What follows belongs to an exercise in optimizing a design on an open flow for a short achievable clock period; a production flow would make more cautious choices. Function was checked by simulation only, so behaviour that the tests miss may differ from the original. Power and IR drop assume default switching activity.

==> flow/design.v (excerpt) <==
module viking_core (
    input  wire        clk,
    input  wire        rst,           
    input  wire [31:0] budget,        
    output wire        mem_req,
    output wire        mem_we,
    output wire [14:0] mem_addr,
    output wire [23:0] mem_wdata,
    input  wire [23:0] mem_rdata,
    input  wire        mem_ready,
    output wire        done,
    output wire [23:0] reg_a,
    output wire [23:0] reg_b,
    output wire [14:0] reg_x1,
    output wire [14:0] reg_x2,
    output wire [14:0] reg_x3,
    output wire [14:0] reg_pc,
    output wire        flag_overflow,
    output wire        flag_halted,
    output wire [63:0] cost_cycles,
    output reg         diag_valid,
    output reg  [5:0]  diag_op,
    output reg  [14:0] diag_fa
);
Size: ~14000 cells after synthesis, about 120000 um^2 of cells after synthesis.
Settings: LEC_CHECK=0, ABC_CLOCK_PERIOD_IN_PS=4000, CAP_MARGIN=25, CORE_MARGIN=2, CORE_UTILIZATION=40, PLACE_DENSITY=0.6, SLEW_MARGIN=35; clock period 12.0 ns.
standard.sh (not shown) runs the stock make flow with config.mk's settings and CLKGATE_MAP_FILE= SYNTH_SCRIPT=/design/flow/synth_recipe.tcl, a recipe that flattens the netlist after the stock synthesis.
==> flow/flow/run.sh <==
#!/bin/bash
set -euo pipefail
bash standard.sh SETUP_SLACK_MARGIN=8 finish > standard.log 2>&1
Testbench counts at the start, summed over its fixed seeds: clk cycles 221,937.
==> next run, changes <==
--- a/flow/design.v
+++ b/flow/design.v
@@ -40,13 +40,12 @@
     reg [7:0]  cyc_lo;     
     reg [55:0] cyc_hi;
     reg [55:0] cyc_hi1;    
     reg [6:0]  cost_q;     
     reg [6:0]  cn;         
     reg        as_ea;      
-    reg        cj_z, cj_nz, cj_mi, cj_pl;    
     reg        we_s;       
     reg        ws_a, ws_b, ws_pc, ws_x1, ws_x2, ws_x3;    
     reg [33:0] rem;        
     reg        unb;        
     reg [1:0]  state;
     reg        pv;         
@@ -243,14 +242,13 @@
             OP_STB:  wdata = B;
             OP_JSL:  wdata = {9'd0, PC};
             default: wdata = {9'd0, xsel(xs, X1, X2, X3)};
         endcase
     end
     assign mem_req   = in_run;
-    wire   sel_ea    = as_ea || (cj_z && a_zero) || (cj_nz && !a_zero) || (cj_mi && A[23]) ||
-                       (cj_pl && !A[23] && !a_zero);
+    wire   sel_ea    = as_ea;
     assign mem_we    = we_s;
     assign mem_addr  = sel_ea ? ea_q : PC;
     assign mem_wdata = ({24{ws_a}} & A) | ({24{ws_b}} & B) | ({9'd0, {15{ws_pc}} & PC}) |
                        ({9'd0, {15{ws_x1}} & X1}) | ({9'd0, {15{ws_x2}} & X2}) |
                        ({9'd0, {15{ws_x3}} & X3});
     assign done      = (state == S_DONE) && !e_valid;
@@ -268,16 +266,12 @@
             halted   <= 1'b0;
             cyc_lo   <= 8'd0;
             cyc_hi   <= 56'd0;
             cyc_hi1  <= 56'd1;
             cost_q   <= 7'd0;
             as_ea    <= 1'b0;
-            cj_z     <= 1'b0;
-            cj_nz    <= 1'b0;
-            cj_mi    <= 1'b0;
-            cj_pl    <= 1'b0;
             we_s     <= 1'b0;
             rem      <= {2'b00, budget};
             unb      <= (budget == 32'd0);
             state    <= S_RUN;
             pv       <= 1'b0;
             pi       <= 1'b0;
@@ -335,16 +329,12 @@
                     end
                 end
                 if (k_ind) begin
                     ea_q  <= m[14:0];
                     pi    <= 1'b1;
                     as_ea <= c_mem || c_jmp || c_xec;
-                    cj_z  <= (op == OP_JZE);
-                    cj_nz <= (op == OP_JNZ);
-                    cj_mi <= (op == OP_JMI);
-                    cj_pl <= (op == OP_JPL);
                     we_s  <= c_wr;
                 end else if (k_mem) begin
                     pv    <= 1'b0;
                     as_ea <= 1'b0;
                     we_s  <= 1'b0;
                     case (op)
@@ -372,32 +362,29 @@
                         depth  <= 4'd0;
                         if (stop_mem) state <= S_DONE;
                     end
                 end else if (end_exe) begin
                     pv    <= 1'b0;
                     as_ea <= 1'b0;
-                    cj_z  <= 1'b0;
-                    cj_nz <= 1'b0;
-                    cj_mi <= 1'b0;
-                    cj_pl <= 1'b0;
                     we_s  <= 1'b0;
                     PC    <= c_hlt ? fa : fetch_addr;
                     state <= S_DONE;
+                end else if (k_exe && c_cj && cj_t) begin
+                    pv    <= 1'b0;
+                    as_ea <= 1'b0;
+                    we_s  <= 1'b0;
+                    PC    <= ea_q;
                 end else begin
                     ir   <= m;
                     ea_q <= ea0;
                     fa   <= fetch_addr;
                     PC   <= taken ? ea_inc : pc_inc;
                     pv   <= 1'b1;
                     pi   <= 1'b0;
                     as_ea <= (m[17] && f_ea) || f_mem || (m[23:18] == OP_JMP) ||
                              (m[23:18] == OP_XEC);
-                    cj_z  <= !m[17] && (m[23:18] == OP_JZE);
-                    cj_nz <= !m[17] && (m[23:18] == OP_JNZ);
-                    cj_mi <= !m[17] && (m[23:18] == OP_JMI);
-                    cj_pl <= !m[17] && (m[23:18] == OP_JPL);
                     we_s  <= !m[17] && f_wr;
                     ws_a  <= (m[23:18] == OP_STA);
                     ws_b  <= (m[23:18] == OP_STB);
                     ws_pc <= (m[23:18] == OP_JSL);
                     ws_x1 <= (m[23:18] == OP_SIX) && (m[16:15] == 2'd1);
                     ws_x2 <= (m[23:18] == OP_SIX) && (m[16:15] == 2'd2);
After rerunning:
- The changed run went through all stages and came out clean
- final cell count drops by 1.1%
- worst hold slack is about the same
- combinational power falls by 2.4%
- design area came out lower by 1.2%
- wire length falls by 1.5%
- sequential share of layout area climbs by 0.19 points
- sequential cell count goes down by 4
- fmax came out higher by 2.8%
- total power came out lower by 1.0%
Testbench counts after the change, summed over its fixed seeds: clk cycles 232,248.

-- what the ideal ports hide --
How much do the figures lean on ideal ports? The routed layouts below were timed once more, with nothing changed but the port constraints.
Step 1 (the two cells are an assumption about what drives the block):
set clk [get_ports {clk}]
set_driving_cell -lib_cell sky130_fd_sc_hd__clkbuf_16 $clk
set_driving_cell -lib_cell sky130_fd_sc_hd__buf_2 [delete_from_list [all_inputs] $clk]
Step 2, shift: input delay + t, output delay - t, t = (earliest + latest rising clock arrival at the registers) / 2. This alone moves slack from input paths to output paths.
Slacks: no drivers / after step 1 / after step 2; pairs: no drivers / after step 1.
run | t, ns | setup WS [ns] | latest minus earliest clock arrival (ns)
the first run | 0.965 | 6.446 / 6.340 / 6.336 | 0.088 / 0.087
the second run | 0.982 | 6.599 / 6.599 / 6.279 | 0.049 / 0.049
After both steps every run listed still meets setup and hold. For the second run, which loses most, drivers alone change the setup slack by 0.000 ns; drivers and shift together by -0.320 ns.
